Context: an optimization exercise on an open-source flow, tuned for a short achievable clock period and few clock cycles. The choices shown serve that exercise and are no tape-out recipe.
The RTL was checked by simulation tests, not by an equivalence proof against the original design.
Power is estimated from default activity; no workload was simulated.

### flow/config.mk
export PLATFORM = sky130hd
export DESIGN_NAME = gnss_frame_core
export DESIGN_NICKNAME = gnss_frame_core
export VERILOG_FILES = /design/flow/design.v
export SDC_FILE = /design/flow/constraint.sdc
export NUM_CORES = 4
export LEC_CHECK = 0
export ABC_CLOCK_PERIOD_IN_PS = 3000
export CAP_MARGIN = 20
export CORE_MARGIN = 2
export CORE_UTILIZATION = 40
export PLACE_DENSITY = 0.6
export SETUP_SLACK_MARGIN = 5
export SLEW_MARGIN = 20
### flow/design.v
module gnss_frame_core (
    input  wire        clk,
    input  wire        rst,           
    input  wire        cmd_valid,
    output wire        cmd_ready,
    input  wire [9:0]  cmd,
    output reg         resp_valid,
    output reg  [23:0] resp_data
);
    localparam [1:0] P_RTCM3 = 2'd1, P_NMEA = 2'd2;
    localparam [2:0] R_NONE = 3'd0, R_INVLEN = 3'd1, R_CRC = 3'd2, R_TOOLONG = 3'd3,
                     R_CKSUM = 3'd4;
    localparam [1:0] K_SHORT = 2'd0, K_RTCM = 2'd1, K_NMEA = 2'd2;
    localparam       ID = 16;         
    function [23:0] crc8;
        input [23:0] c;
        input [7:0]  b;
        integer i;
        reg [23:0] v;
        begin
            v = c ^ {b, 16'h0000};
            for (i = 0; i < 8; i = i + 1)
                v = v[23] ? ((v << 1) ^ 24'h864CFB) : (v << 1);
            crc8 = v;
        end
    endfunction
    function [9:0] cls;
        input [7:0] c;
        reg hx;
        reg [3:0] hv;
        begin
            hx = (c >= 8'h30 && c <= 8'h39) || (c >= 8'h41 && c <= 8'h46) ||
                 (c >= 8'h61 && c <= 8'h66);
            hv = (c <= 8'h39) ? c[3:0] : c[3:0] + 4'd9;
            cls = {hv, hx,
                   (c == 8'h0A) || (c == 8'h24) || (c == 8'h21) || (c == 8'h2A),
                   c == 8'hD3, c == 8'h2A, (c == 8'h24) || (c == 8'h21), c == 8'h0A};
        end
    endfunction
    reg  [9:0] ib [0:3];
    reg  [1:0] ib_wr, ib_rd;
    reg  [2:0] ib_cnt;
    reg        rdy_r;
    assign cmd_ready = rdy_r;
    wire       taken = cmd_valid & rdy_r;
    reg        hv;                
    reg  [3:0] hop;               
    reg  [7:0] hbyte;
    reg  [9:0] hcls;
    reg  [23:0] hcrc;             
    reg  [6:0] hsa1;              
    wire       pop;               
    wire       restart;           
    reg        scan;
    wire       ld   = (!hv || pop) && (ib_cnt != 3'd0) && !scan && !restart;
    wire [9:0] ibh  = ib[ib_rd];
    reg        r1v;
    reg  [6:0] r1a;
    reg  [63:0] r1g;
    wire [7:0] r1b  = r1g[{r1a[6:4], 3'b000} +: 8];
    always @(posedge clk) begin
        ib[ib_wr] <= cmd;             
        if (ld) begin
            hop   <= {ibh[9:8] == 2'd3, ibh[9:8] == 2'd2, ibh[9:8] == 2'd1, ibh[9:8] == 2'd0};
            hbyte <= ibh[7:0];
            hcls  <= cls(ibh[7:0]);
            hcrc  <= crc8(24'd0, ibh[7:0]);
        end else if (r1v) begin
            hbyte <= r1b;
            hcls  <= cls(r1b);
            hcrc  <= crc8(24'd0, r1b);
            hsa1  <= r1a + 7'd1;
        end
        if (rst) begin
            ib_wr  <= 2'd0;
            ib_rd  <= 2'd0;
            ib_cnt <= 3'd0;
            rdy_r  <= 1'b1;
            hv     <= 1'b0;
        end else begin
            ib_wr  <= ib_wr + {1'b0, taken};
            ib_rd  <= ib_rd + {1'b0, ld};
            ib_cnt <= ib_cnt + {2'b0, taken} - {2'b0, ld};
            rdy_r  <= (ib_cnt + {2'b0, rdy_r} - {2'b0, ld}) <= 3'd2;
            if (ld)       hv <= 1'b1;
            else if (pop) hv <= 1'b0;
        end
    end
    reg  [1023:0] ring;
    reg  [6:0]    wp, rp;
    reg  [7:0]    av;             
    reg  [1:0]    ck;             
    reg  [23:0]   crc;
    reg  [10:0]   need;           
    reg  [7:0]    xr;             
    reg  [4:0]    h1c;            
    reg  [1:0]    sst;            
    reg           nok;
    reg           s1d3, s1dl;
    reg  [7:0]    s2, s3, s4, s5;
    reg  [7:0]    x4;             
    reg           n3, n4, n5;     
    reg           na4;            
    reg           dd2, dd3, dd4, dd5;         
    reg           ll2, ll3, ll4, ll5;         
    reg  [23:0]   cw1, cw2, cw3, cw4, cw5;    
    reg  [21:0]   qm [0:7];       
    reg  [2:0]    qh, qt;
    reg  [3:0]    qc;
    reg           sinit, rs_full;
    reg  [6:0]    fa;
    reg  [7:0]    fl;
    reg           r0v, sbv;
    reg  [6:0]    r0a;
    reg           act, hzr;
    reg  [6:0]    ua;
    reg  [7:0]    ur;
    reg  [40:0]   it [0:ID-1];
    reg  [3:0]    it_wr, it_rd;
    reg  [4:0]    it_cnt;
    wire          it_room = (it_cnt < ID - 1);    
    reg           iw;
    reg  [40:0]   iw_d;
    reg           iwr;
    reg  [40:0]   iwr_d;
    wire          it_pop;
    wire          q_has  = (qc != 4'd0);
    wire          q_full = qc[3];
    wire [21:0]   qhd    = qm[qh];
    wire          nx_slot = q_has && qhd[21];
    wire          f_push = hv && hop[0] && it_room && !hzr;
    wire          f_has  = hv && hop[1] && it_room;
    wire          f_next = hv && hop[2] && it_room && (!nx_slot || !act);
    wire          f_rst  = hv && hop[3];
    assign        pop    = f_push | f_has | f_next | f_rst;
    wire          ovf    = f_push && av[7];
    wire          stp    = f_push || sbv;                 
    wire [7:0]    b      = hbyte;
    wire [9:0]    bc     = hcls;
    wire [6:0]    sa1    = scan ? hsa1 : wp + 7'd1;       
    wire [7:0]    av1    = av + 8'd1;
    wire [6:0]    rp1    = rp + 7'd1;
    wire          b_nl   = bc[0];
    wire          b_dl   = bc[1];
    wire          b_st   = bc[2];
    wire          b_ns   = bc[4];
    wire          b_hx   = bc[5];
    wire [3:0]    b_hv   = bc[9:6];
    wire          av5    = (av == 8'd5);
    wire          av95   = (av == 8'd95);
    wire          need1  = (need == 11'd1);
    wire          rt_ok  = (crc[15:0] == 16'd0) && (b == crc[23:16]);
    wire          r6_ok  = (cw5[15:0] == 16'd0) && (b == cw5[23:16]);
    wire [9:0]    L      = {s2[1:0], s3};
    reg           n_enq;
    reg  [21:0]   n_desc;
    reg           n_rst;
    reg  [6:0]    n_rp;
    reg  [7:0]    n_av;
    reg  [1:0]    n_ck;
    reg  [23:0]   n_crc;
    reg  [10:0]   n_need;
    reg  [7:0]    n_xr;
    reg  [4:0]    n_h1c;
    reg  [1:0]    n_sst;
    reg           n_nok;
    always @(*) begin
        n_enq   = 1'b0;
        n_desc  = 22'd0;
        n_rst   = 1'b0;
        n_rp    = rp;
        n_av    = av1;
        n_ck    = ck;
        n_crc   = crc8(crc, 8'd0) ^ hcrc;
        n_need  = need - 11'd1;
        n_xr    = xr;
        n_h1c   = h1c;
        n_sst   = sst;
        n_nok   = nok;
        if (ovf) begin
            n_rst  = 1'b1;
            n_rp   = rp1;
            n_av   = 8'd0;
            n_ck   = K_SHORT;
        end else begin
            case (ck)
                K_SHORT: if (av5) begin
                    if (s1d3) begin
                        if (s2[3:2] != 2'b00) begin
                            n_enq  = 1'b1;
                            n_desc = {1'b0, P_RTCM3, 1'b0, R_INVLEN, rp, 8'd0};
                            n_rp   = rp1;
                            n_av   = 8'd5;
                        end else if (L == 10'd0) begin
                            n_enq  = 1'b1;
                            n_desc = r6_ok ? {1'b1, P_RTCM3, 1'b1, R_NONE, rp, 8'd6}
                                           : {1'b1, P_RTCM3, 1'b0, R_CRC,  rp, 8'd6};
                            n_rp   = sa1;
                            n_av   = 8'd0;
                        end else begin
                            n_ck   = K_RTCM;
                            n_crc  = crc8(cw5, 8'd0) ^ hcrc;
                            n_need = {1'b0, L};
                        end
                    end else if (s1dl) begin
                        n_ck  = K_NMEA;
                        n_sst = 2'd0;
                        if (na4 || b_ns) begin
                            n_xr  = 8'd0;
                            n_av  = 8'd1;
                            n_rst = 1'b1;
                        end else begin
                            n_xr  = x4 ^ b;
                        end
                    end else begin
                        n_rp = rp1;
                        n_av = 8'd5;
                    end
                end
                K_RTCM: begin
                    if (need1) begin
                        n_enq  = 1'b1;
                        n_desc = rt_ok ? {1'b1, P_RTCM3, 1'b1, R_NONE, rp, av1}
                                       : {1'b1, P_RTCM3, 1'b0, R_CRC,  rp, av1};
                        n_rp   = sa1;
                        n_av   = 8'd0;
                        n_ck   = K_SHORT;
                    end
                end
                K_NMEA: begin
                    if (b_nl) begin
                        n_enq  = 1'b1;
                        n_desc = (sst == 2'd3 && nok) ? {1'b1, P_NMEA, 1'b1, R_NONE,  rp, av1}
                                                      : {1'b1, P_NMEA, 1'b0, R_CKSUM, rp, av1};
                        n_rp   = sa1;
                        n_av   = 8'd0;
                        n_ck   = K_SHORT;
                    end else if (b_dl) begin
                        n_rst  = 1'b1;
                        n_rp   = rp1;
                        n_av   = 8'd0;
                        n_ck   = K_SHORT;
                    end else begin
                        case (sst)
                            2'd0: if (b_st) n_sst = 2'd1;
                                  else      n_xr  = xr ^ b;
                            2'd1: begin n_h1c = {b_hv, b_hx}; n_sst = 2'd2; end
                            2'd2: begin
                                n_nok = h1c[0] && b_hx && (xr == {h1c[4:1], b_hv});
                                n_sst = 2'd3;
                            end
                            default: ;
                        endcase
                        if (av95) begin
                            n_enq  = 1'b1;
                            n_desc = {1'b0, P_NMEA, 1'b0, R_TOOLONG, rp, 8'd0};
                            n_rst  = 1'b1;
                            n_rp   = rp1;
                            n_av   = 8'd0;
                            n_ck   = K_SHORT;
                        end
                    end
                end
                default: ;
            endcase
        end
    end
    assign restart = stp && n_rst;
    wire scan_done = scan && !sinit && !r0v && !r1v && !sbv && fl == 8'd0 && it_room;
    always @(*) begin
        iw   = 1'b0;
        iw_d = 41'd0;
        if (f_push && !ovf && !n_rst) begin
            iw   = 1'b1;
            iw_d = {17'd0, 23'd0, q_has | n_enq};
        end else if (scan_done) begin
            iw   = 1'b1;
            iw_d = {17'd0, 23'd0, q_has};
        end else if (f_has) begin
            iw   = 1'b1;
            iw_d = {17'd0, 23'd0, q_has};
        end else if (f_next) begin
            iw = 1'b1;
            if (!q_has)
                iw_d = {17'd0, 24'h140000};
            else
                iw_d = {qhd[21], 1'b0, qhd[14:8], qhd[7:0],
                        qhd[20:15], 10'd0, qhd[7:0]};
        end
    end
    wire       nx_open = f_next && nx_slot;
    reg        rw_v;
    reg  [127:0] rw_oh, wpoh;      
    genvar gi;
    generate
        for (gi = 0; gi < 128; gi = gi + 1) begin : g_ring
            always @(posedge clk)
                if (rw_v && rw_oh[gi])
                    ring[gi*8 +: 8] <= rw_d;
        end
    endgenerate
    reg  [7:0] rw_d;
    always @(posedge clk) begin
        rw_oh <= wpoh;
        rw_d  <= hbyte;
        if (stp) begin
            s1d3 <= dd2; dd2 <= dd3; dd3 <= dd4; dd4 <= dd5; dd5 <= bc[3];
            s1dl <= ll2; ll2 <= ll3; ll3 <= ll4; ll4 <= ll5; ll5 <= b_dl;
            s2 <= s3; s3 <= s4; s4 <= s5; s5 <= b;
            x4  <= s3 ^ s4 ^ s5 ^ b;
            n3  <= n4; n4 <= n5; n5 <= b_ns;
            na4 <= n3 | n4 | n5 | b_ns;
            cw1 <= hcrc;
            cw2 <= crc8(cw1, 8'd0) ^ hcrc;
            cw3 <= crc8(cw2, 8'd0) ^ hcrc;
            cw4 <= crc8(cw3, 8'd0) ^ hcrc;
            cw5 <= crc8(cw4, 8'd0) ^ hcrc;
            crc  <= n_crc;
            need <= n_need;
            xr   <= n_xr;
            h1c  <= n_h1c;
            sst  <= n_sst;
            nok  <= n_nok;
        end
        if (stp && n_enq)
            qm[qt] <= n_desc;
        iwr_d <= iw_d;
        if (iwr)
            it[it_wr] <= iwr_d;
        r1a <= r0a;
        r1g <= {ring[{3'd7, r0a[3:0], 3'b000} +: 8], ring[{3'd6, r0a[3:0], 3'b000} +: 8],
                ring[{3'd5, r0a[3:0], 3'b000} +: 8], ring[{3'd4, r0a[3:0], 3'b000} +: 8],
                ring[{3'd3, r0a[3:0], 3'b000} +: 8], ring[{3'd2, r0a[3:0], 3'b000} +: 8],
                ring[{3'd1, r0a[3:0], 3'b000} +: 8], ring[{3'd0, r0a[3:0], 3'b000} +: 8]};
    end
    always @(posedge clk) begin
        if (rst) begin
            wp      <= 7'd0;
            wpoh    <= 128'd1;
            rp      <= 7'd0;
            av      <= 8'd0;
            ck      <= K_SHORT;
            qh      <= 3'd0;
            qt      <= 3'd0;
            qc      <= 4'd0;
            scan    <= 1'b0;
            sinit   <= 1'b0;
            fl      <= 8'd0;
            r0v     <= 1'b0;
            r1v     <= 1'b0;
            sbv     <= 1'b0;
            rw_v    <= 1'b0;
        end else begin
            rw_v <= f_push;
            if (f_push) begin
                wp   <= wp + 7'd1;
                wpoh <= {wpoh[126:0], wpoh[127]};
            end
            if (stp) begin
                rp <= n_rp;
                av <= n_av;
                ck <= n_ck;
                if (n_enq) begin
                    qt <= qt + 3'd1;
                    if (q_full) qh <= qh + 3'd1;
                    else        qc <= qc + 4'd1;
                end
            end
            if (f_next && q_has) begin
                qh <= qh + 3'd1;
                qc <= qc - 4'd1;
            end
            if (f_rst) begin
                wp <= 7'd0;
                wpoh <= 128'd1;
                rp <= 7'd0;
                av <= 8'd0;
                ck <= K_SHORT;
                qh <= 3'd0;
                qt <= 3'd0;
                qc <= 4'd0;
            end
            if (restart) begin
                scan    <= 1'b1;
                sinit   <= 1'b1;
                rs_full <= ovf;
                fa      <= rp1;
                r0v     <= 1'b0;
                r1v     <= 1'b0;
                sbv     <= 1'b0;
            end else if (sinit) begin
                sinit <= 1'b0;
                fl    <= rs_full ? 8'd128 : {1'b0, wp - fa};
            end else begin
                r0v <= scan && fl != 8'd0;
                if (scan && fl != 8'd0) begin
                    r0a <= fa;
                    fa  <= fa + 7'd1;
                    fl  <= fl - 8'd1;
                end
                r1v <= r0v;
                sbv <= r1v;
                if (scan_done)
                    scan <= 1'b0;
            end
        end
    end
    wire [40:0] ith = it[it_rd];
    reg  [7:0]  o_cnt;
    reg  [6:0]  o_addr;
    reg         p1v, p1d, p2v, p2d;
    reg  [23:0] p1w, p2w;
    reg  [6:0]  p1a;
    reg  [2:0]  p2h;
    reg  [63:0] p2g;
    assign it_pop = (o_cnt == 8'd0) && (it_cnt != 5'd0);
    always @(posedge clk) begin
        if (rst) begin
            it_wr  <= 4'd0;
            it_rd  <= 4'd0;
            it_cnt <= 5'd0;
            iwr    <= 1'b0;
            o_cnt  <= 8'd0;
            act    <= 1'b0;
            hzr    <= 1'b0;
            p1v    <= 1'b0;
            p2v    <= 1'b0;
            resp_valid <= 1'b0;
        end else begin
            iwr    <= iw;
            it_wr  <= it_wr + {3'd0, iwr};
            it_rd  <= it_rd + {3'd0, it_pop};
            it_cnt <= it_cnt + {4'd0, iwr} - {4'd0, it_pop};
            if (nx_open) begin
                act <= 1'b1;
                ua  <= qhd[14:8];
                ur  <= qhd[7:0];
                hzr <= {1'b0, wp - qhd[14:8]} < qhd[7:0];
            end else begin
                if (o_cnt != 8'd0) begin
                    ua <= ua + 7'd1;
                    ur <= ur - 8'd1;
                    if (ur == 8'd1) act <= 1'b0;
                end
                hzr <= act && ({1'b0, wp - ua} < ur || {1'b0, wp + 7'd1 - ua} < ur);
            end
            p1v <= 1'b0;
            if (o_cnt != 8'd0) begin
                p1v    <= 1'b1;
                p1d    <= 1'b1;
                p1a    <= o_addr;
                o_addr <= o_addr + 7'd1;
                o_cnt  <= o_cnt - 8'd1;
            end else if (it_pop) begin
                p1v <= 1'b1;
                p1d <= 1'b0;
                p1w <= ith[23:0];
                if (ith[40]) begin
                    o_addr <= ith[38:32];
                    o_cnt  <= ith[31:24];
                end
            end
            p2v <= p1v;
            resp_valid <= p2v;
        end
        p2d <= p1d;
        p2w <= p1w;
        p2h <= p1a[6:4];
        p2g <= {ring[{3'd7, p1a[3:0], 3'b000} +: 8], ring[{3'd6, p1a[3:0], 3'b000} +: 8],
                ring[{3'd5, p1a[3:0], 3'b000} +: 8], ring[{3'd4, p1a[3:0], 3'b000} +: 8],
                ring[{3'd3, p1a[3:0], 3'b000} +: 8], ring[{3'd2, p1a[3:0], 3'b000} +: 8],
                ring[{3'd1, p1a[3:0], 3'b000} +: 8], ring[{3'd0, p1a[3:0], 3'b000} +: 8]};
        resp_data <= p2d ? {16'd0, p2g[{p2h, 3'b000} +: 8]} : p2w;
    end
endmodule
### flow/run.sh
#!/bin/bash
# synth_recipe.tcl (not shown) runs the flow's synth.tcl, then flattens the netlist and writes it again
# the make line also repeats each setting of config.mk as NAME=value (left out here)
make -C /OpenROAD-flow-scripts/flow DESIGN_CONFIG=/design/flow/config.mk WORK_HOME=/design/flow/orfs CLKGATE_MAP_FILE= SYNTH_SCRIPT=/design/flow/synth_recipe.tcl finish
### flow/constraint.sdc
create_clock -name core_clock -period 10.0 [get_ports {clk}]
set_input_delay 2.0000 -clock core_clock [delete_from_list [all_inputs] [get_ports {clk}]]
set_output_delay 2.0000 -clock core_clock [all_outputs]
set_load 0.01 [all_outputs]
==> impl_results.md, run 1 <==
- Status: timing/DRC/antenna clean
- Final min period: roughly 4500 ps
- CP endpoint kind: flop
- RSZ-0062 raised after global routing: false
- Synth area leaders: edfxtp_1 55%, mux4_2 18%, dfxtp_1 10%, xnor2_1 4.0%, xor2_1 1.4%
- Nets: a little over 6000
- Die height: 516 um
- Sw frac: 30.4%
- Final worst slack: 5450 ps
- EDFF count, synth: 1939
- Commonest cells post-synth: 1939 x edfxtp_1, 838 x mux4_2, 541 x dfxtp_1
- Cell with the most instances after synthesis: edfxtp_1
- CTS tree: yes
- Req. time, crit path: 10710 ps
- Rel. slew slack: 26.5%
- Crit-path max FO: a little under 50
- Worst skew pair latency: roughly 950 ps
- Htree depth: 5
- Comb power frac: between 20% and 30%
- Clk sinks: approximately 2500
- Layout area overhead: 12.4%
- Sequential power share: ~44%
- Clock transition at the registers of the reported paths: ~60 ps
- Power Density: approximately 280 nW/um^2
- Routed Wire Length: 259000 um
- Final slew viol count: 0
- CTS Buf Count: between 200 and 300
- Core Rows: between 150 and 200
- Internal Power: approximately 23 mW
- Via count: around 54000
- Die X-Extent: slightly above 500 um
- Synth unique cells: a little over 90
- Share of cells above drive strength 1: between 20% and 30%
- MaxCap Viol Count: 0
- Post-Route Utilization: between 40% and 50%
- Measured slew at the worst slew-check pin: 1100 ps
- # IOs: 39
- P_sw: 9.98 mW
- Critical path class: reg2reg
- Average wire per cell in the routed design: 26.6 um
- Initial Utilization: between 40% and 50%
- RD Place Congestion: 0.804
- Die ar.: 267000 um^2
- Asr flop ratio synth: 0%
- Vias in the first global route: 54800
- First-pass GRT wire length: 379000 um
- Synthesized area per cell: 17.5 um^2
- Register area share after synthesis: between 60% and 70%
- GRT Residual Overflow: 0
- #FFs+latches synth: 2480
- Gate Count Post-Synth: between 6000 and 7000
- Synthesized cell area: between 100000 and 150000 um^2
- Crit path DAT: around 5300 ps
- Leakage power: 38.1 nW
- Most used DFF post-synth: edfxtp_1
- Ys Warns: 1
- Final Cycle Share: 45.5%
- Clock share of power: between 30% and 40%
- Drt via density: between 5 and 6
- Post-DRT Antenna Nets: 0
- Post-DP HPWL: 159000 um
- 1st-iter DRT viols: roughly 5400
- Drt pass-1 iters: 5
- GRT Resource Usage Total: 19.3%
- Setup TNS: 0 ps
- Hold Crit Class: reg2reg
- Reg2reg setup slack: around 5500 ps
- Dpl ws: 4770 ps
- CP Launch Type: flop
- Yosys top cell by area: edfxtp_1
- Max Root-Sink Buffers: 4
- Core box area: ~260000 um^2
- Post-route DRC: 0
- Synth top area share: around 55%
- Fin. Hold Viols: 0
- I/O Buffers: 28
- Count of final setup violators: 0
- Clock Skew: between 70 and 80 ps
- Initial antenna violation count: 18
- Peak supply drop: 0.193 mV
- Root Driver: clkbuf_16
- Largest net degree at the start of global routing: 138
- Highest Clock Rate: around 220 MHz
worst max-delay path, stage by stage, from the launching register on:
cell       delay [ps]
dfxtp_1           420
inv_1              70
ha_1              210
a31oi_4           450
and3_4            660
nand2_1           290
inv_1             400
a2111oi_4         120
nand2_4           490
inv_2             410
or4b_4            640
o22ai_1           180
metrics by stage:
step                      std cells  power (mW)  hold slack [ps]  area, um^2
after global placement         9260        23.1              330      109000
after global routing           9745        34.3              347      118000
after CTS                      9738        33.1              340      118000
final                          9745        32.8              336      118000
after detailed placement       9263        23.2              330      109000
after floorplan                6015        20.5              323      105000
cells by family (layout without fill, tap and decap cells):
kind of cell | after synthesis | count (layout) | share of synthesized area (%)
AND/OR/NAND/NOR | 936 | 937 | 4.22
other | 1 | 15 | 0.00357
XOR/XNOR | 663 | 663 | 5.65
AO/OA/AOI/OAI | 430 | 430 | 2.40
flip-flops | 2480 | 2480 | 65.8
buffers and inverters | 468 | 677 | 1.79
adder cells (fa/ha/maj) | 108 | 108 | 1.34
multiplexers | 920 | 920 | 18.8
registers in the layout (all words and copies together), names as in the netlist, 40 cells and up, named ones only:
signal	count
qm	176
rw_oh	128
p2g	64
ib	40
r1g	64
wpoh	128
ring	1024
it	368
metal layers:
layer	up-vias	track usage (%)	share of wire, %
li1	23400	-	-
met1	28700	27.5	44
met2	1671	31.0	48
met3	373	2.71	5.4
met4	4	5.68	2.7
met5	-	0	0.0081
power groups by stage:
stage / registers (mW) / logic [mW] / clock network, mW
3_5_place_dp: 14.5 / 8.72 / 0
4_1_cts: 14.3 / 8.75 / 10.1
5_1_grt: 14.4 / 9.41 / 10.5
6_report: 14.3 / 8.65 / 9.89
3_3_place_gp: 14.5 / 8.63 / 0
2_1_floorplan: 13.9 / 6.56 / 0
cells in the final DEF, fill, tap and decap left out, drive strengths merged, types with 53 or more instances in the layout:
cell type,count
a21oi,245
and2,141
buf,90
clkbuf,376
clkinv,70
dfxtp,541
edfxtp,1939
ha,101
inv,95
mux2i,74
mux4,840
nand2,349
nor2,213
nor3,53
o21ai,73
xnor2,486
xor2,175
layout make-up:
type                       instances  area, um^2
timing repair buffer             117        1110
tap                             3515        4400
multi-input combinational       3068       34400
clock buffer                     376        7780
antenna                            5        12.5
clock inverter                    99         947
inverter                          85         327
fill                           22300      144000
sequential                      2480       69100
final timing paths:
path | from | endpoint | cells past startpoint
max | it_cnt[4] | hcls[2] | 11
min | p1w[20] | p2w[20] | 0
max reg2reg | it_cnt[4] | hcls[2] | 11
min reg2reg | p1w[20] | p2w[20] | 0
what timing repair did:
item                                    in CTS  in global routing
hold buffers                                 0                  0
pin swaps                                    0                  1
cloned                                       0                  1
setup buffers                                0                  0
gates resized for setup                      1                  1
endpoints found under the setup margin      46                 52
Testbench counts, summed over its fixed seeds: cycles 60,446.
==> run 2: changes to the inputs <==
--- a/flow/design.v
+++ b/flow/design.v
@@ -52,7 +52,8 @@
     wire       pop;               
     wire       restart;           
     reg        scan;
-    wire       ld   = (!hv || pop) && (ib_cnt != 3'd0) && !scan && !restart;
+    wire       ldh  = (!hv || pop) && (ib_cnt != 3'd0) && !scan;
+    wire       ld   = ldh && !restart;    
     wire [9:0] ibh  = ib[ib_rd];
     reg        r1v;
     reg  [6:0] r1a;
@@ -60,7 +61,7 @@
     wire [7:0] r1b  = r1g[{r1a[6:4], 3'b000} +: 8];
     always @(posedge clk) begin
         ib[ib_wr] <= cmd;             
-        if (ld) begin
+        if (ldh) begin
             hop   <= {ibh[9:8] == 2'd3, ibh[9:8] == 2'd2, ibh[9:8] == 2'd1, ibh[9:8] == 2'd0};
             hbyte <= ibh[7:0];
             hcls  <= cls(ibh[7:0]);
@@ -118,7 +119,7 @@
     reg  [40:0]   it [0:ID-1];
     reg  [3:0]    it_wr, it_rd;
     reg  [4:0]    it_cnt;
-    wire          it_room = (it_cnt < ID - 1);    
+    reg           it_room;        
     reg           iw;
     reg  [40:0]   iw_d;
     reg           iwr;
@@ -420,6 +421,7 @@
             it_rd  <= 4'd0;
             it_cnt <= 5'd0;
             iwr    <= 1'b0;
+            it_room <= 1'b1;
             o_cnt  <= 8'd0;
             act    <= 1'b0;
             hzr    <= 1'b0;
@@ -428,6 +430,7 @@
             resp_valid <= 1'b0;
         end else begin
             iwr    <= iw;
+            it_room <= ({1'b0, it_cnt} + {5'd0, iwr}) <= ID - 2;
             it_wr  <= it_wr + {3'd0, iwr};
             it_rd  <= it_rd + {3'd0, it_pop};
             it_cnt <= it_cnt + {4'd0, iwr} - {4'd0, it_pop};
==> flow/flow/run.sh (new file) <==
#!/bin/bash
set -euo pipefail
bash standard.sh SETUP_SLACK_MARGIN=6.7 finish > standard_flow.log 2>&1
==> flow/standard.sh (new file) <==
#!/bin/bash
# synth_recipe.tcl (not shown) runs the flow's synth.tcl, then flattens the netlist and writes it again
# the make line also repeats each setting of config.mk as NAME=value (left out here)
make -C /OpenROAD-flow-scripts/flow DESIGN_CONFIG=/design/flow/config.mk WORK_HOME=/design/flow/orfs CLKGATE_MAP_FILE= SYNTH_SCRIPT=/design/flow/synth_recipe.tcl "${@:-finish}"
--- a/flow/config.mk
+++ b/flow/config.mk
@@ -9,6 +9,8 @@
 export CAP_MARGIN = 20
 export CORE_MARGIN = 2
 export CORE_UTILIZATION = 40
+export CTS_BUF_LIST = sky130_fd_sc_hd__clkbuf_16
+export CTS_CLUSTER_DIAMETER = 100
+export CTS_CLUSTER_SIZE = 25
 export PLACE_DENSITY = 0.6
-export SETUP_SLACK_MARGIN = 5
 export SLEW_MARGIN = 20
removed: flow/run.sh
==> run 2 against run 1 <==
Still clean. Via count shrank 1.3%. Wire length is essentially flat. Final cell count shrank 1.9%. Non-clock buffer count grew 56. Core utilization shrank 1.5 points. Critical path type unchanged. Largest power group unchanged.
==> impl_results.md, run 2 <==
- Power consumption: 29.2 mW (-11%)
- Register area share after synthesis: 65.8% (about the same)
- Initial Utilization: 40.1% (about the same)
- Synthesized cell area: 105000 um^2 (about the same)
- Share of cells above drive strength 1: 21.3% (-1.4 points)
- Die height: 516 um (about the same)
- I/O Buffers: 28 (unchanged)
- Core box area: 262000 um^2 (about the same)
- Largest net degree at the start of global routing: 132 (-4.3%)
- Gate Count Post-Synth: 6010 (+0.067%)
- CTS Buf Count: 112 (-59%)
- Core Rows: 188 (unchanged)
- Comb power frac: 32.0% (+5.6 points)
- 1st-iter DRT viols: 5258 (-2.0%)
- R2R Path End: rdy_r
- Cell with the most instances after synthesis: edfxtp_1
- Initial antenna violation count: 17 (-1)
- Highest Clock Rate: 297 MHz (+35%)
- Biggest regs: ring (1024), it (368), qm (176)
- Routed Wire Length: 259000 um (about the same)
- Clock Skew: 55.1 ps (-23.2 ps)
- Power Density: 256 nW/um^2 (-7.9%)
- EDFF count, synth: 1939 (unchanged)
- Drt pass-1 iters: 6 (+1)
- Req. time, crit path: 10710 ps (about the same)
- Post-route DRC: 0 (unchanged)
- Max reg flops: 1024 (unchanged)
- Drt via density: 5.59 (+0.65%)
- Worst skew pair latency: 810 ps (-140 ps)
- RSZ-0062 raised after global routing: true
- First-pass GRT wire length: 375000 um (-0.91%)
- #FFs+latches synth: 2481 (+0.040%)
- Measured slew at the worst slew-check pin: 1150 ps (+47.4 ps)
- GRT Resource Usage Total: 19.2% (-0.14 points)
- Post-DP HPWL: 158000 um (-1.0%)
- Final min period: 3360 ps (-1190 ps)
- RD Place Congestion: 0.810 (+0.76%)
- Clock share of power: 18.3% (-12 points)
- Synthesized area per cell: 17.5 um^2 (-0.11%)
- Die ar.: 266000 um^2 (about the same)
- Worst Hold Depth: 0 (unchanged)
- Most common cell after layout, fill and taps aside: edfxtp_1
- Worst hold start: p1w[2]
- Internal Power: 19.6 mW (-14%)
- Ys Warns: 1 (unchanged)
- Max Root-Sink Buffers: 3 (-1)
- Status: timing/DRC/antenna clean
- Crit path DAT: 4080 ps (-1180 ps)
- Finished Layout Cells: 9559 (-1.9%)
- Critical path class: reg2reg
- Average wire per cell in the routed design: 27.1 um (+1.9%)
- Synth top area share: 55.5% (about the same)
- Reg2reg setup slack: 6640 ps (+1190 ps)
- # IOs: 39 (unchanged)
- Most used DFF post-synth: edfxtp_1
- Via count: 53400 (-1.3%)
- Root Driver: clkbuf_16
- Rel. slew slack: 23.1% (-3.3 points)
- Clock transition at the registers of the reported paths: 100 ps (+40 ps)
- Fin. Hold Viols: 0 (unchanged)
- Die X-Extent: 516 um (about the same)
- Min-Delay Endpoint: p2w[2]
- Peak supply drop: 0.227 mV (+17%)
- Commonest cells post-synth: 1939 x edfxtp_1, 841 x mux4_2, 542 x dfxtp_1
- CP endpoint kind: flop
- P_sw: 9.58 mW (-4.0%)
- Critical-path top delay cell: mux4_2
- Layout area overhead: 8.66%
- Reg2reg path depth: 13 (+2)
- Asr flop ratio synth: 0% (unchanged)
- MaxCap Viol Count: 0 (unchanged)
- Largest Register: ring
- CP Launch Type: flop
- Sw frac: 32.8% (+2.4 points)
- Sequential power share: 49.7% (+6.2 points)
- Count of final setup violators: 0 (unchanged)
- Leakage power: 35.8 nW (-6.1%)
- Htree depth: 3 (-2)
- Yosys top cell by area: edfxtp_1
- Final Cycle Share: 33.6% (-12 points)
- Synth unique cells: 81 (-12%)
- Post-DRT Antenna Nets: 0 (unchanged)
- Most frequent cells in the layout: 1939 x edfxtp_1, 841 x mux4_2, 510 x dfxtp_1
- Clk sinks: 2481 (+0.040%)
- Crit-path max FO: 5 (-90%)
- Setup TNS: 0 ps (unchanged)
- GRT Residual Overflow: 0 (unchanged)
- Final slew viol count: 0 (unchanged)
- CTS tree: yes
- Nets: 6062 (-1.4%)
- Worst path cell trace: buf_16, mux4_2, mux2_4, a31o_4, a211o_4, inv_12, nand2_8, xnor2_2, ha_2, inv_2, fa_1, nand2b_4, a21o_1
- Vias in the first global route: 53500 (-2.5%)
- Post-placement cell count: 9268 (+0.054%)
- Hold Crit Class: reg2reg
- Max incr delay on CP: 480 ps (-180 ps)
- Synth area leaders: edfxtp_1 55%, mux4_2 18%, dfxtp_1 10%, xnor2_1 4.0%, xor2_1 1.5%
run 2: changes by cell type after synthesis, moves of 15 or more:
cell | before | now
a21oi_1 | 245 | 226
nand2_1 | 347 | 376
o21ai_1 | 3 | 46
o21ai_0 | 70 | 34
nor3_1 | 53 | 31
buf_2 | 45 | 30
run 2: metal layers:
metal  vias to the layer above  GRT usage (%)  part of all wire (%)
met5                         -              0                 0.021
met3                       292           2.21                   4.9
met4                         8           3.87                   2.0
met2                      1419           31.7                    49
li1                      23100              -                     -
met1                     28600           27.5                    44
run 2: logic make-up (layout without fill, tap and decap cells):
group | after synthesis | after routing | synth area share (%)
DFF | 2481 | 2481 | 65.8
and+or+nand+nor | 948 | 949 | 4.24
muxes | 920 | 920 | 18.9
xor gates and xnor gates | 661 | 661 | 5.59
buffers and inverters | 467 | 482 | 1.76
AOI/OAI and AO/OA | 421 | 424 | 2.34
adders and majority gates | 111 | 111 | 1.37
other | 1 | 16 | 0.00357
run 2: timing repair:
item | in CTS | in global routing
cloned | 9 | 3
endpoints found under the setup margin | 509 | 329
hold buffers | 0 | 0
endpoints found under the hold margin | 0 | 0
pin swaps | 6 | 12
gates resized for setup | 165 | 61
buffers inserted | 27 | 30
run 2: area by class of cell:
class                           instances  area (um^2)
Timing Repair inverter                  2         17.5
Clock inverter                        100          518
Inverter                               93          388
Tap cell                             3515         4400
Fill cell                           22800       148000
Sequential cell                      2481        69200
Multi-Input combinational cell       3075        34700
Clock buffer                          114         2850
Timing Repair Buffer                  173         1970
Antenna cell                            6         15.0
run 2: per-stage QoR:
step	instance area, um^2	util (%)	hold slack, ps	worst slack, ps
3_3_place_gp	109000	41.7	329	5070
5_1_grt	114000	43.6	331	6530
2_1_floorplan	105000	-	323	6680
4_1_cts	113000	43.3	330	6550
3_5_place_dp	109000	41.7	327	5160
6_report	114000	43.6	324	6640
run 2: critical path: cells and delay by family (launching register included):
kind                     cells  cell delay, ps
AO/OA/AOI/OAI                3             800
AND/OR/NAND/NOR              2             200
flip-flops                   1             420
XOR/XNOR                     1             170
multiplexers                 2             810
adder cells (fa/ha/maj)      2             650
buffers and inverters        3             250
run 2: power by group through the flow:
stage / registers [mW] / clock network (mW) / logic, mW
floorplan: 14.1 / 0 / 6.94
detailed placement: 14.8 / 0 / 9.02
CTS: 14.6 / 5.48 / 9.23
global route: 14.6 / 5.82 / 10.1
finish: 14.5 / 5.35 / 9.33
global placement: 14.8 / 0 / 8.96
run 2: how the worst max path moves through the flow:
stage	from	endpoint	slack, ps	cells after the start
2_1_floorplan	o_cnt[0]	it_cnt[4]	6680	17
3_3_place_gp	flop	rdy_r	5070	13
3_5_place_dp	flop	rdy_r	5160	13
4_1_cts	av[0]	crc[0]	6550	7
5_1_grt	flop	rdy_r	6530	13
6_report	flop	rdy_r	6640	13
Testbench counts of run 2, summed over its fixed seeds: cycles 60,446.
==> run 3: changes to the inputs <==
--- a/flow/design.v
+++ b/flow/design.v
@@ -11,7 +11,8 @@
     localparam [2:0] R_NONE = 3'd0, R_INVLEN = 3'd1, R_CRC = 3'd2, R_TOOLONG = 3'd3,
                      R_CKSUM = 3'd4;
     localparam [1:0] K_SHORT = 2'd0, K_RTCM = 2'd1, K_NMEA = 2'd2;
-    localparam       ID = 16;         
+    localparam       ID = 8;          
+    localparam       IW = $clog2(ID);
     function [23:0] crc8;
         input [23:0] c;
         input [7:0]  b;
@@ -58,7 +59,9 @@
     reg        r1v;
     reg  [6:0] r1a;
     reg  [63:0] r1g;
-    wire [7:0] r1b  = r1g[{r1a[6:4], 3'b000} +: 8];
+    reg        r2v;
+    reg  [7:0] r2b;
+    reg  [6:0] r2a1;
     always @(posedge clk) begin
         ib[ib_wr] <= cmd;             
         if (ldh) begin
@@ -66,12 +69,14 @@
             hbyte <= ibh[7:0];
             hcls  <= cls(ibh[7:0]);
             hcrc  <= crc8(24'd0, ibh[7:0]);
-        end else if (r1v) begin
-            hbyte <= r1b;
-            hcls  <= cls(r1b);
-            hcrc  <= crc8(24'd0, r1b);
-            hsa1  <= r1a + 7'd1;
+        end else if (r2v) begin
+            hbyte <= r2b;
+            hcls  <= cls(r2b);
+            hcrc  <= crc8(24'd0, r2b);
+            hsa1  <= r2a1;
         end
+        r2b  <= r1g[{r1a[6:4], 3'b000} +: 8];
+        r2a1 <= r1a + 7'd1;
         if (rst) begin
             ib_wr  <= 2'd0;
             ib_rd  <= 2'd0;
@@ -114,24 +119,27 @@
     reg           r0v, sbv;
     reg  [6:0]    r0a;
     reg           act, hzr;
+    reg           rstr;           
     reg  [6:0]    ua;
     reg  [7:0]    ur;
-    reg  [40:0]   it [0:ID-1];
-    reg  [3:0]    it_wr, it_rd;
+    reg  [22:0]   it [0:ID-1];
+    reg  [IW-1:0] it_wr, it_rd;
     reg  [4:0]    it_cnt;
     reg           it_room;        
     reg           iw;
-    reg  [40:0]   iw_d;
+    reg  [22:0]   iw_d;
     reg           iwr;
-    reg  [40:0]   iwr_d;
+    reg  [22:0]   iwr_d;
     wire          it_pop;
     wire          q_has  = (qc != 4'd0);
     wire          q_full = qc[3];
-    wire [21:0]   qhd    = qm[qh];
+    reg  [21:0]   qhd;            
+    wire [2:0]    qh1    = qh + 3'd1;
     wire          nx_slot = q_has && qhd[21];
     wire          f_push = hv && hop[0] && it_room && !hzr;
     wire          f_has  = hv && hop[1] && it_room;
-    wire          f_next = hv && hop[2] && it_room && (!nx_slot || !act);
+    wire          f_next = hv && hop[2] && it_room &&
+                           (!nx_slot || !act || (rstr && ur <= 8'd2));
     wire          f_rst  = hv && hop[3];
     assign        pop    = f_push | f_has | f_next | f_rst;
     wire          ovf    = f_push && av[7];
@@ -147,9 +155,8 @@
     wire          b_ns   = bc[4];
     wire          b_hx   = bc[5];
     wire [3:0]    b_hv   = bc[9:6];
-    wire          av5    = (av == 8'd5);
-    wire          av95   = (av == 8'd95);
-    wire          need1  = (need == 11'd1);
+    reg           av5, av95;      
+    reg           need1;          
     wire          rt_ok  = (crc[15:0] == 16'd0) && (b == crc[23:16]);
     wire          r6_ok  = (cw5[15:0] == 16'd0) && (b == cw5[23:16]);
     wire [9:0]    L      = {s2[1:0], s3};
@@ -267,26 +274,25 @@
         end
     end
     assign restart = stp && n_rst;
-    wire scan_done = scan && !sinit && !r0v && !r1v && !sbv && fl == 8'd0 && it_room;
+    wire scan_done = scan && !sinit && !r0v && !r1v && !r2v && !sbv && fl == 8'd0 && it_room;
     always @(*) begin
         iw   = 1'b0;
-        iw_d = 41'd0;
+        iw_d = 23'd0;
         if (f_push && !ovf && !n_rst) begin
             iw   = 1'b1;
-            iw_d = {17'd0, 23'd0, q_has | n_enq};
+            iw_d = {1'b1, 21'd0, q_has | n_enq};
         end else if (scan_done) begin
             iw   = 1'b1;
-            iw_d = {17'd0, 23'd0, q_has};
+            iw_d = {1'b1, 21'd0, q_has};
         end else if (f_has) begin
             iw   = 1'b1;
-            iw_d = {17'd0, 23'd0, q_has};
+            iw_d = {1'b1, 21'd0, q_has};
         end else if (f_next) begin
             iw = 1'b1;
             if (!q_has)
-                iw_d = {17'd0, 24'h140000};
+                iw_d = {2'b00, 6'b000101, 15'd0};       
             else
-                iw_d = {qhd[21], 1'b0, qhd[14:8], qhd[7:0],
-                        qhd[20:15], 10'd0, qhd[7:0]};
+                iw_d = {1'b0, qhd};
         end
     end
     wire       nx_open = f_next && nx_slot;
@@ -318,6 +324,7 @@
             cw5 <= crc8(cw4, 8'd0) ^ hcrc;
             crc  <= n_crc;
             need <= n_need;
+            need1 <= (n_need == 11'd1);
             xr   <= n_xr;
             h1c  <= n_h1c;
             sst  <= n_sst;
@@ -325,6 +332,10 @@
         end
         if (stp && n_enq)
             qm[qt] <= n_desc;
+        if (stp && n_enq && !q_has)
+            qhd <= n_desc;
+        else if ((stp && n_enq && q_full) || (f_next && q_has))
+            qhd <= qm[qh1];
         iwr_d <= iw_d;
         if (iwr)
             it[it_wr] <= iwr_d;
@@ -340,6 +351,8 @@
             wpoh    <= 128'd1;
             rp      <= 7'd0;
             av      <= 8'd0;
+            av5     <= 1'b0;
+            av95    <= 1'b0;
             ck      <= K_SHORT;
             qh      <= 3'd0;
             qt      <= 3'd0;
@@ -349,6 +362,7 @@
             fl      <= 8'd0;
             r0v     <= 1'b0;
             r1v     <= 1'b0;
+            r2v     <= 1'b0;
             sbv     <= 1'b0;
             rw_v    <= 1'b0;
         end else begin
@@ -360,6 +374,8 @@
             if (stp) begin
                 rp <= n_rp;
                 av <= n_av;
+                av5  <= (n_av == 8'd5);
+                av95 <= (n_av == 8'd95);
                 ck <= n_ck;
                 if (n_enq) begin
                     qt <= qt + 3'd1;
@@ -376,6 +392,8 @@
                 wpoh <= 128'd1;
                 rp <= 7'd0;
                 av <= 8'd0;
+                av5  <= 1'b0;
+                av95 <= 1'b0;
                 ck <= K_SHORT;
                 qh <= 3'd0;
                 qt <= 3'd0;
@@ -388,6 +406,7 @@
                 fa      <= rp1;
                 r0v     <= 1'b0;
                 r1v     <= 1'b0;
+                r2v     <= 1'b0;
                 sbv     <= 1'b0;
             end else if (sinit) begin
                 sinit <= 1'b0;
@@ -400,13 +419,14 @@
                     fl  <= fl - 8'd1;
                 end
                 r1v <= r0v;
-                sbv <= r1v;
+                r2v <= r1v;
+                sbv <= r2v;
                 if (scan_done)
                     scan <= 1'b0;
             end
         end
     end
-    wire [40:0] ith = it[it_rd];
+    wire [22:0] ith = it[it_rd];
     reg  [7:0]  o_cnt;
     reg  [6:0]  o_addr;
     reg         p1v, p1d, p2v, p2d;
@@ -417,13 +437,14 @@
     assign it_pop = (o_cnt == 8'd0) && (it_cnt != 5'd0);
     always @(posedge clk) begin
         if (rst) begin
-            it_wr  <= 4'd0;
-            it_rd  <= 4'd0;
+            it_wr  <= {IW{1'b0}};
+            it_rd  <= {IW{1'b0}};
             it_cnt <= 5'd0;
             iwr    <= 1'b0;
             it_room <= 1'b1;
             o_cnt  <= 8'd0;
             act    <= 1'b0;
+            rstr   <= 1'b0;
             hzr    <= 1'b0;
             p1v    <= 1'b0;
             p2v    <= 1'b0;
@@ -431,21 +452,25 @@
         end else begin
             iwr    <= iw;
             it_room <= ({1'b0, it_cnt} + {5'd0, iwr}) <= ID - 2;
-            it_wr  <= it_wr + {3'd0, iwr};
-            it_rd  <= it_rd + {3'd0, it_pop};
+            it_wr  <= it_wr + iwr;
+            it_rd  <= it_rd + it_pop;
             it_cnt <= it_cnt + {4'd0, iwr} - {4'd0, it_pop};
             if (nx_open) begin
                 act <= 1'b1;
+                rstr <= 1'b0;
                 ua  <= qhd[14:8];
                 ur  <= qhd[7:0];
                 hzr <= {1'b0, wp - qhd[14:8]} < qhd[7:0];
             end else begin
-                if (o_cnt != 8'd0) begin
+                if (it_pop && ith[21])
+                    rstr <= 1'b1;
+                if (o_cnt != 8'd0 && rstr) begin
                     ua <= ua + 7'd1;
                     ur <= ur - 8'd1;
                     if (ur == 8'd1) act <= 1'b0;
                 end
-                hzr <= act && ({1'b0, wp - ua} < ur || {1'b0, wp + 7'd1 - ua} < ur);
+                hzr <= act && (f_rst || {1'b0, wp - ua} < ur ||
+                               {1'b0, wp + 7'd1 - ua} < ur);
             end
             p1v <= 1'b0;
             if (o_cnt != 8'd0) begin
@@ -457,10 +482,10 @@
             end else if (it_pop) begin
                 p1v <= 1'b1;
                 p1d <= 1'b0;
-                p1w <= ith[23:0];
-                if (ith[40]) begin
-                    o_addr <= ith[38:32];
-                    o_cnt  <= ith[31:24];
+                p1w <= ith[22] ? {23'd0, ith[0]} : {ith[20:15], 10'd0, ith[7:0]};
+                if (ith[21]) begin
+                    o_addr <= ith[14:8];
+                    o_cnt  <= ith[7:0];
                 end
             end
             p2v <= p1v;
==> run 3 against run 2 <==
Wire length shrank 6.0%. Via count shrank 4.0%. Synthesized cell count shrank 1.5%. Critical path type is now reg2out. Largest power group unchanged. Still clean. Non-clock buffer count shrank 35. Register-to-register slack gained 170 ps.
==> impl_results.md, run 3 <==
- Status: timing/DRC/antenna clean
- Comb power frac: 30.8% (-1.2 points)
- Most Crowded Layer GR: met2
- MaxCap Viol Count: 0 (unchanged)
- Register area share after synthesis: 64.9% (-0.89 points)
- Critical path class: reg2out
- Post-DRT Antenna Nets: 0 (unchanged)
- Synth top area share: 53.7% (-1.8 points)
- Average wire per cell in the routed design: 26.5 um (-2.4%)
- Count of final setup violators: 0 (unchanged)
- Largest Register: ring
- Crit path DAT: 1250 ps (-2830 ps)
- Worst path cell trace: buf_6
- Critical-path top delay cell: dfxtp_2
- Worst Hold Depth: 0 (unchanged)
- Synthesized cell area: 99400 um^2 (-5.3%)
- Die ar.: 252000 um^2 (-5.3%)
- Crit-path max FO: 2 (-3)
- RSZ-0062 raised after global routing: true
- Peak supply drop: 0.190 mV (-16%)
- Internal Power: 18.0 mW (-8.1%)
- R2R Path End: r1g[33]
- Sequential cell area: 64600 um^2 (-6.6%)
- Setup TNS: 0 ps (unchanged)
- Worst Setup SP: rdy_r
- Power Density: 252 nW/um^2 (-1.6%)
- Die X-Extent: 502 um (-2.7%)
- Most frequent cells in the layout: 1778 x edfxtp_1, 772 x mux4_2, 528 x dfxtp_1
- Fin. Hold Viols: 0 (unchanged)
- CP Launch Type: flop
- Layout area overhead: 7.60%
- Vias in the first global route: 51300 (-4.0%)
- Req. time, crit path: 8000 ps (-2710 ps)
- GRT Residual Overflow: 0 (unchanged)
- Reg2reg path depth: 4 (-9)
- Final slew viol count: 0 (unchanged)
- Synth Area in XOR/XNOR: 5.91% (+0.32 points)
- Max reg flops: 1024 (unchanged)
- Sw frac: 33.1% (+0.31 points)
- Clk sinks: 2334 (-5.9%)
- Cell with the most instances after synthesis: edfxtp_1
- Core Rows: 182 (-3.2%)
- CTS Buf Count: 105 (-6.3%)
- Sequential power share: 50.5% (+0.8 points)
- Most used DFF post-synth: edfxtp_1
- Asr flop ratio synth: 0% (unchanged)
- Commonest cells post-synth: 1778 x edfxtp_1, 771 x mux4_2, 556 x dfxtp_1
- P_sw: 8.93 mW (-6.8%)
- Clock transition at the registers of the reported paths: 100 ps (about the same)
- Clock Skew: 77.6 ps (+22.5 ps)
- Synth area leaders: edfxtp_1 54%, mux4_2 17%, dfxtp_1 11%, xnor2_1 4.0%, xor2_1 1.8%
- First-pass GRT wire length: 355000 um (-5.5%)
- #FFs+latches synth: 2334 (-5.9%)
- Die height: 502 um (-2.7%)
- Synth Area in Simple Gates: 4.81% (+0.56 points)
- Post-synthesis mux area share: 18.3% (-0.53 points)
- Leakage power: 33.7 nW (-6.0%)
- Largest net degree at the start of global routing: 158 (+20%)
- Nets: 5919 (-2.4%)
- Synthesized area per cell: 16.8 um^2 (-3.9%)
- Post-Route Utilization: 43.4% (-0.20 points)
- Worst skew pair latency: 810 ps (about the same)
- Gate Count Post-Synth: 5920 (-1.5%)
- Max Root-Sink Buffers: 3 (unchanged)
- Htree depth: 3 (unchanged)
- Highest Clock Rate: 307 MHz (+3.4%)
- Min-Delay Endpoint: rw_oh[3]
- Drt via density: 5.57 (-0.31%)
- Biggest regs: ring (1024), it (184), qm (176)
- Multi-input gate area: 33400 um^2 (-3.7%)
- CTS tree: yes
- # IOs: 39 (unchanged)
- EDFF count, synth: 1778 (-8.3%)
- Initial antenna violation count: 26 (+9)
- Synth unique cells: 73 (-9.9%)
- Share of cells above drive strength 1: 19.3% (-2.0 points)
- Rel. slew slack: 23.7% (+0.55 points)
- I/O Buffers: 28 (unchanged)
- Clock share of power: 18.7% (+0.4 points)
- Met1 Usage GRT: 26.9% (-0.62 points)
- Initial Utilization: 40.3% (+0.21 points)
- Measured slew at the worst slew-check pin: 1140 ps (-5.51 ps)
- Routed Wire Length: 244000 um (-6.0%)
- Via count: 51300 (-4.0%)
- GR Layer Usage met3: 3.40% (+1.2 points)
- Cell family with most CP delay: flip-flops
- Hold Crit Class: reg2reg
- Filler Cell Count: 21500 (-5.9%)
- Yosys top cell by area: edfxtp_1
- Final min period: 3250 ps (-111 ps)
- Drt pass-1 iters: 5 (-1)
- Post-synthesis compound-gate area fraction: 2.81% (+0.47 points)
- Worst flop-to-flop path startpoint: r0a[1]
- Reg2reg setup slack: 6810 ps (+170 ps)
- Max incr delay on CP: 340 ps (-140 ps)
- Post-DP HPWL: 152000 um (-3.7%)
- Most common cell after layout, fill and taps aside: edfxtp_1
- Crit path buf inv count: 1 (-2)
- GRT Resource Usage Total: 19.1% (-0.086 points)
- CP endpoint kind: output port
- Worst hold start: wpoh[3]
- RD Place Congestion: 0.817 (+0.95%)
- Core box area: 246000 um^2 (-5.8%)
- 1st-iter DRT viols: 5408 (+2.9%)
- Final Cycle Share: 32.5% (-1.1 points)
- Root Driver: clkbuf_16
- Ys Warns: 1 (unchanged)
- Post-route DRC: 0 (unchanged)
- Global Route met2 Usage: 30.3% (-1.4 points)
- Largest family of logic cells by synthesized area: multiplexers
- Adder-Cell Fraction of Synth Area: 1.40% (+0.027 points)
-- run 3: cell count changes in the layout (fill, tap and decap cells not counted), moves of 11 or more --
cell,delta
edfxtp_1,-161
mux2_2,+15
xor2_1,+19
o21ai_0,+77
o21ai_1,-44
nor2_1,-11
nand2_1,+60
inv_1,-13
mux4_2,-69
nor3_1,+24
buf_12,-12
dfxtp_1,+18
nor2b_1,+17
-- run 3: area by class of cell --
cell class / instances / share of cell area, %
inverters: 84 / 0.312
repair buffers: 138 / 1.16
clock inverters: 93 / 0.467
multi-input cells: 3135 / 31.3
well taps: 3312 / 3.88
diodes: 5 / 0.0117
flip-flops and latches: 2334 / 60.4
repair inverters: 1 / 0.00819
clock buffers: 106 / 2.48
-- run 3: cell families after synthesis --
group                      after synthesis
and+or+nand+nor                       1019
other                                    1
AOI/OAI and AO/OA                      483
adders and majority gates              107
muxes                                  852
buffers and inverters                  462
xor gates and xnor gates               662
DFF                                   2334
-- run 3: repair_timing --
item	CTS	global route
pin swaps	4	4
setup buffers	11	17
setup endpoints to repair	525	249
gates cloned	3	1
gates resized for setup	116	39
hold buffers	0	0
-- run 3: worst max path at each step --
stage / endpoint / slack [ps] / depth (start not counted)
5_1_grt: resp_data[23] / 6700 / 1
2_1_floorplan: qm[2][0] / 6740 / 7
3_5_place_dp: qh[2] / 5980 / 6
3_3_place_gp: qh[2] / 5960 / 6
4_1_cts: hcrc[14] / 6570 / 9
6_report: cmd_ready / 6750 / 1
-- run 3: stage by stage --
step                hold WS, ps  std cells  setup WS (ps)  total power [mW]  area, um^2
floorplan                   323       5929           6740              19.3       99500
global placement            327       8971           5960              21.9      103000
detailed placement          327       8971           5980              22.0      103000
CTS                         336       9184           6570              27.1      107000
global route                351       9206           6700              28.2      107000
finish                      340       9208           6750              27.0      107000
-- run 3: power groups by stage --
stage                     sequential (mW)  clock (mW)  combinational [mW]
after floorplan                      13.2           0                6.11
after global placement               13.8           0                8.12
after detailed placement             13.8           0                8.18
after CTS                            13.6        5.17                8.28
after global routing                 13.7        5.48                8.99
final                                13.6        5.03                8.31
-- run 3: worst register-to-register path, cell delays in order (launching register included) --
cell       delay, ps
edfxtp_1         880
clkbuf_16        510
buf_6            610
mux4_2           510
mux4_2           540
-- run 3: layer usage --
layer,vias up,wire length [um]
met1,27100,106000
met2,1532,114000
met4,12,7070
met3,312,16000
met5,-,69
li1,22400,-
Testbench counts of run 3, summed over its fixed seeds: cycles 60,339.
==> run 4: changes to the inputs <==
--- a/flow/config.mk
+++ b/flow/config.mk
@@ -8,9 +8,9 @@
 export ABC_CLOCK_PERIOD_IN_PS = 3000
 export CAP_MARGIN = 20
 export CORE_MARGIN = 2
-export CORE_UTILIZATION = 40
+export CORE_UTILIZATION = 55
 export CTS_BUF_LIST = sky130_fd_sc_hd__clkbuf_16
 export CTS_CLUSTER_DIAMETER = 100
 export CTS_CLUSTER_SIZE = 25
-export PLACE_DENSITY = 0.6
+export PLACE_DENSITY = 0.7
 export SLEW_MARGIN = 20
==> run 4 against run 3 <==
Still clean on timing, DRC and antenna. Sequential cell count did not move. Sequential share of layout area grew 0.69 points. Count of clock-buffer cells in the layout is 1 lower. Area after synthesis stayed put. Clock power is 2% lower. Critical path depth did not move. Combinational power decreased by 3.0%. Maximum frequency shrank 0.39%. Total power down 1.3%. Highest routed layer unchanged.
==> impl_results.md, run 4 <==
- Synth unique cells: 73 (unchanged)
- GRT Resource Usage Total: 24.8% (+5.7 points)
- Finished Layout Cells: 8245 (-10%)
- Via count: 51100 (-0.33%)
- #FFs+latches synth: 2334 (unchanged)
- Worst flop-to-flop path startpoint: p1a[1]
- MaxCap Viol Count: 0 (unchanged)
- Hold Crit Class: reg2reg
- Power consumption: 26.6 mW (-1.3%)
- Max Root-Sink Buffers: 3 (unchanged)
- Final slew viol count: 0 (unchanged)
- # IOs: 39 (unchanged)
- Hold WS: 292 ps (-48.2 ps)
- Cell family with most CP delay: flip-flops
- Cell with the most instances after synthesis: edfxtp_1
- Ys Warns: 1 (unchanged)
- Post-placement cell count: 8018 (-11%)
- Yosys top cell by area: edfxtp_1
- Reg2reg setup slack: 6800 ps (about the same)
- Clk sinks: 2334 (unchanged)
- Status: timing/DRC/antenna clean
- Drt pass-1 iters: 6 (+1)
- Most frequent cells in the layout: 1778 x edfxtp_1, 772 x mux4_2, 531 x dfxtp_1
- Critical-path top delay cell: dfxtp_4
- Max incr delay on CP: 370 ps (+30 ps)
- Worst hold start: wpoh[118]
- Clock Skew: 94.4 ps (+16.8 ps)
- Post-Route Utilization: 58.7% (+15 points)
- Post-route DRC: 0 (unchanged)
- Req. time, crit path: 8000 ps (about the same)
- Asr flop ratio synth: 0% (unchanged)
- Min-Delay Endpoint: rw_oh[118]
- Crit path DAT: 1270 ps (+20 ps)
- Core box area: 180000 um^2 (-27%)
- Register area share after synthesis: 64.9% (unchanged)
- CTS Buf Count: 104 (-0.95%)
- Placed inst area: 102000 um^2 (-1.2%)
- Initial Utilization: 55.2% (+15 points)
- Largest Register: ring
- Count of final setup violators: 0 (unchanged)
- Final Cycle Share: 32.7% (+0.13 points)
- Worst Setup SP: rdy_r
- Peak supply drop: 0.197 mV (+4.0%)
- Gate Count Post-Synth: 5920 (unchanged)
- GRT Residual Overflow: 0 (unchanged)
- Layout area overhead: 6.38%
- Final worst slack: 6730 ps (-12.9 ps)
- Design area: 106000 um^2 (-1.1%)
- Dpl ws: 4980 ps (-991 ps)
- Initial antenna violation count: 8 (-69%)
- Core Rows: 156 (-14%)
- Htree depth: 3 (unchanged)
- Crit-path max FO: 2 (unchanged)
- Biggest regs: ring (1024), it (184), qm (176)
- Synthesized area per cell: 16.8 um^2 (unchanged)
- Nets: 5901 (-0.30%)
- Leakage power: 33.6 nW (-0.17%)
- Most common cell after layout, fill and taps aside: edfxtp_1
- Worst Hold Depth: 0 (unchanged)
- Max reg flops: 1024 (unchanged)
- 1st-iter DRT viols: 5743 (+6.2%)
- RSZ-0062 raised after global routing: true
- Die height: 429 um (-15%)
- Critical path class: reg2out
- Post-DRT Antenna Nets: 0 (unchanged)
- Die ar.: 184000 um^2 (-27%)
- Root Driver: clkbuf_16
- Crit path buf inv count: 1 (unchanged)
- Reg2reg path depth: 4 (unchanged)
- Synthesized cell area: 99400 um^2 (unchanged)
- Routed Wire Length: 228000 um (-6.3%)
- Fin. Hold Viols: 0 (unchanged)
- R2R Path End: p2g[1]
- Average wire per cell in the routed design: 27.7 um (+4.6%)
- Final min period: 3270 ps (+12.9 ps)
- CP endpoint kind: output port
- CP Launch Type: flop
- Highest Clock Rate: 306 MHz (-0.39%)
- Filler Cell Count: 13300 (-38%)
- Synth top area share: 53.7% (unchanged)
- Multi-input gate area: 33500 um^2 (+0.16%)
- Drt via density: 6.20 (+11%)
- CTS tree: yes
- Commonest cells post-synth: 1778 x edfxtp_1, 771 x mux4_2, 556 x dfxtp_1
- First-pass GRT wire length: 339000 um (-4.5%)
- Rel. slew slack: 26.4% (+2.7 points)
- Share of cells above drive strength 1: 19.1% (-0.16 points)
- I/O Buffers: 28 (unchanged)
- Post-DP HPWL: 143000 um (-5.9%)
- Die X-Extent: 429 um (-15%)
- Worst skew pair latency: 810 ps (about the same)
- Power Density: 252 nW/um^2 (-0.16%)
- Setup TNS: 0 ps (unchanged)
- Vias in the first global route: 51500 (+0.29%)
- EDFF count, synth: 1778 (unchanged)
- Sequential cell area: 64600 um^2 (about the same)
- Most used DFF post-synth: edfxtp_1
- RD Place Congestion: 0.844 (+3.3%)
- Synth area leaders: edfxtp_1 54%, mux4_2 17%, dfxtp_1 11%, xnor2_1 4.0%, xor2_1 1.8%
- Measured slew at the worst slew-check pin: 1100 ps (-40.5 ps)
- Worst path cell trace: buf_6
- Largest net degree at the start of global routing: 145 (-8.2%)
- Clock transition at the registers of the reported paths: 100 ps (about the same)
==> run 4: cell types whose count changed in the layout (fill, tap and decap cells not counted), moves of 3 or more <==
cell     delta
dfxtp_1     +3
nand2_2     +3
diode_2     -3
buf_4      -18
buf_12      +4
nand2_1     -4
dfxtp_2     -4
nor2_2      -3
nor2_4      +5
buf_6       -7
buf_16      +3
==> run 4: routing by layer <==
metal | vias up | track usage, % | routed length, um
li1 | 22400 | - | -
met1 | 26700 | 35.3 | 94200
met2 | 1772 | 41.1 | 113000
met3 | 268 | 3.01 | 15400
met4 | 4 | 6.18 | 5470
met5 | - | 0 | 31
==> run 4: worst reg2reg max path, stage by stage, from the launching register on <==
cell and delay [ps]:
edfxtp_1 340, buf_4 750, buf_4 920, mux4_2 520, mux4_2 550
==> run 4: area by class of cell <==
cell class / instances / area share (%)
Clock inverter: 93 / 0.459
Timing Repair Buffer: 120 / 1.14
Antenna cell: 2 / 0.00473
Clock buffer: 105 / 2.49
Timing Repair inverter: 1 / 0.00829
Inverter: 84 / 0.318
Sequential cell: 2334 / 61.1
Tap cell: 2370 / 2.81
Multi-Input combinational cell: 3136 / 31.7
==> run 4: logic make-up (layout without fill, tap and decap cells) <==
family | count (synthesis) | count (layout) | synth area share, %
other | 1 | 12 | 0.00377
AND/OR/NAND/NOR | 1019 | 1022 | 4.81
AO/OA/AOI/OAI | 483 | 483 | 2.81
buffers and inverters | 462 | 403 | 1.81
multiplexers | 852 | 852 | 18.3
XOR/XNOR | 662 | 662 | 5.91
flip-flops | 2334 | 2334 | 64.9
adder cells (fa/ha/maj) | 107 | 107 | 1.40
==> run 4: power breakdown <==
part           leakage, nW  internal, mW  total [mW]  switching (mW)
clock                 1.81          1.97        4.94            2.98
sequential            20.7          12.4        13.6            1.22
combinational         11.1          3.68        8.06            4.38
total                 33.6          18.0        26.6            8.58
==> run 4: how the worst max path moves through the flow <==
stage / end / slack, ps / depth (start not counted)
final: cmd_ready / 6730 / 1
after global routing: rdy_r / 6680 / 13
after CTS: cmd_ready / 6680 / 1
after detailed placement: wpoh[84] / 4980 / 6
after global placement: wpoh[86] / 5030 / 6
after floorplan: qm[2][0] / 6740 / 7
==> run 4: repair_timing <==
action	CTS	global route
gates cloned	5	1
setup endpoints to repair	702	308
buffers inserted	11	9
hold buffers	0	0
gates resized for setup	120	39
pin swaps	5	11
==> run 5: changes to the inputs <==
==> flow/flow/run.sh (replaced) <==
#!/bin/bash
set -euo pipefail
bash standard.sh SETUP_SLACK_MARGIN=7.2 finish > standard_flow.log 2>&1
--- a/flow/config.mk
+++ b/flow/config.mk
@@ -8,9 +8,9 @@
 export ABC_CLOCK_PERIOD_IN_PS = 3000
 export CAP_MARGIN = 20
 export CORE_MARGIN = 2
-export CORE_UTILIZATION = 55
+export CORE_UTILIZATION = 40
 export CTS_BUF_LIST = sky130_fd_sc_hd__clkbuf_16
 export CTS_CLUSTER_DIAMETER = 100
 export CTS_CLUSTER_SIZE = 25
-export PLACE_DENSITY = 0.7
+export PLACE_DENSITY = 0.6
 export SLEW_MARGIN = 20
==> run 5 against run 4 <==
Register-to-register slack improved by 170 ps. Clock power increased by 0.8%. Non-clock buffer count increased by 67. Clock skew decreased by 46 ps. Sequential power about the same. Critical path depth unchanged. Cell area increased by 2.5%. Via count increased by 1.6%. Largest cell class unchanged.
==> impl_results.md, run 5 <==
- Root Driver: clkbuf_16
- Setup TNS: 0 ps (unchanged)
- EDFF count, synth: 1778 (unchanged)
- Adder-Cell Fraction of Synth Area: 1.40% (unchanged)
- GRT Resource Usage Total: 19.9% (-4.8 points)
- Post-synthesis compound-gate area fraction: 2.81% (unchanged)
- Hold-fix buffers, CTS: 0 (unchanged)
- GRT Residual Overflow: 0 (unchanged)
- Yosys top cell by area: edfxtp_1
- Post-Route Utilization: 44.0% (-15 points)
- Asr flop ratio synth: 0% (unchanged)
- Die ar.: 252000 um^2 (+37%)
- # IOs: 39 (unchanged)
- Htree depth: 3 (unchanged)
- Post-route DRC: 0 (unchanged)
- Initial antenna violation count: 11 (+3)
- Routed Wire Length: 255000 um (+12%)
- MaxCap Viol Count: 0 (unchanged)
- Final min period: 3380 ps (+113 ps)
- Biggest regs: ring (1024), it (184), qm (176)
- Measured slew at the worst slew-check pin: 1100 ps (-6.35 ps)
- Synth top area share: 53.7% (unchanged)
- Share of cells above drive strength 1: 21.2% (+2.1 points)
- Max reg flops: 1024 (unchanged)
- Synthesized cell area: 99400 um^2 (unchanged)
- I/O Buffers: 28 (unchanged)
- Most frequent cells in the layout: 1778 x edfxtp_1, 772 x mux4_2, 517 x dfxtp_1
- Core box area: 246000 um^2 (+37%)
- Post-DRT Antenna Nets: 0 (unchanged)
- Commonest cells post-synth: 1778 x edfxtp_1, 771 x mux4_2, 556 x dfxtp_1
- Synth unique cells: 73 (unchanged)
- Clock transition at the registers of the reported paths: 110 ps (about the same)
- Average wire per cell in the routed design: 27.5 um (-0.55%)
- Status: timing/DRC/antenna clean
- Critical path class: reg2out
- Ys Warns: 1 (unchanged)
- CTS Buf Count: 103 (-0.96%)
- Final slew viol count: 0 (unchanged)
- Count of final setup violators: 0 (unchanged)
- Power Density: 253 nW/um^2 (+0.39%)
- CP endpoint kind: output port
- Crit-path max FO: 1 (-1)
- Peak supply drop: 0.246 mV (+25%)
- Hold Crit Class: reg2reg
- 1st-iter DRT viols: 5263 (-8.4%)
- Gate Count Post-Synth: 5920 (unchanged)
- Max Root-Sink Buffers: 3 (unchanged)
- Largest net degree at the start of global routing: 99 (-32%)
- Drt via density: 5.61 (-9.5%)
- CP Launch Type: flop
- Fin. Hold Viols: 0 (unchanged)
- Vias in the first global route: 52100 (+1.2%)
- Core Rows: 182 (+17%)
- Cell family with most CP delay: flip-flops
- Worst path cell trace: buf_6
- Die X-Extent: 502 um (+17%)
- CTS tree: yes
- Synthesized area per cell: 16.8 um^2 (unchanged)
- RD Place Congestion: 0.832 (-1.5%)
- First-pass GRT wire length: 368000 um (+8.5%)
- Post-synthesis mux area share: 18.3% (unchanged)
- Largest family of logic cells by synthesized area: multiplexers
- Die height: 502 um (+17%)
- Clk sinks: 2334 (unchanged)
- Register area share after synthesis: 64.9% (unchanged)
- Clock Skew: 48.5 ps (-45.9 ps)
- Highest Clock Rate: 296 MHz (-3.3%)
- Largest Register: ring
- Layout area overhead: 9.00%
- Via count: 51900 (+1.6%)
- Leakage power: 34.2 nW (+1.8%)
## run 5: cell counts after synthesis
Identical to the previous run, type by type.
## run 5: path summary, 6_finish.rpt
path / slack, ps / end / cells after the start / from
worst min-delay path: 340 / r1a[6] / 0 / r0a[6]
worst max register to register: 6970 / hzr / 14 / wp[0]
worst max-delay path: 6620 / resp_valid / 1 / resp_valid
worst min register to register: 340 / r1a[6] / 0 / r0a[6]
## run 5: where the power goes
part	switching [mW]	internal (mW)	total, mW
Sequential	1.32	12.4	13.7
Combinational	4.67	4.01	8.68
Clock	3.02	1.96	4.98
## run 5: cells by family after synthesis
family                   Yosys count
flip-flops                      2334
AND/OR/NAND/NOR                 1019
multiplexers                     852
XOR/XNOR                         662
AO/OA/AOI/OAI                    483
buffers and inverters            462
adder cells (fa/ha/maj)          107
other                              1
## run 5: layout make-up
class	instances	area, um^2	share of cell area (%)
clock inverters	89	410	0.379
repair buffers	187	2130	1.97
multi-input cells	3141	34000	31.4
diodes	2	5.00	0.00462
flip-flops and latches	2334	64600	59.7
inverters	84	354	0.327
repair inverters	1	8.76	0.00809
well taps	3312	4140	3.83
clock buffers	106	2650	2.45
## run 5: routing by layer
layer	track usage, %	wire length (um)	vias to the layer above
li1	-	-	22500
met1	27.7	108000	27600
met2	33.2	125000	1508
met3	2.47	13900	299
met4	5.45	7520	6
met5	0	39	-
## run 5: repair_timing
| action | CTS | global route |
|---|---|---|
| resized for setup | 202 | 63 |
| setup endpoints to repair | 874 | 376 |
| pin swaps | 22 | 19 |
| gates cloned | 17 | 2 |
| setup buffers | 42 | 34 |
## run 5: metrics by stage
stage | power (mW) | worst slack (ps) | cell area, um^2 | std cells
5_1_grt | 28.6 | 6580 | 108000 | 9255
6_report | 27.4 | 6620 | 108000 | 9256
3_5_place_dp | 22.0 | 5940 | 103000 | 8964
3_3_place_gp | 21.9 | 5920 | 103000 | 8964
2_1_floorplan | 19.4 | 6890 | 99900 | 5929
4_1_cts | 27.3 | 6570 | 108000 | 9218

Check on run 5: ideal ports give 6.622 ns setup slack; a clkbuf_16 on the clock port and buf_2 on the inputs give 6.535 ns; moving port delays by the midpoint clock arrival (0.857 ns) as well gives 6.374 ns.
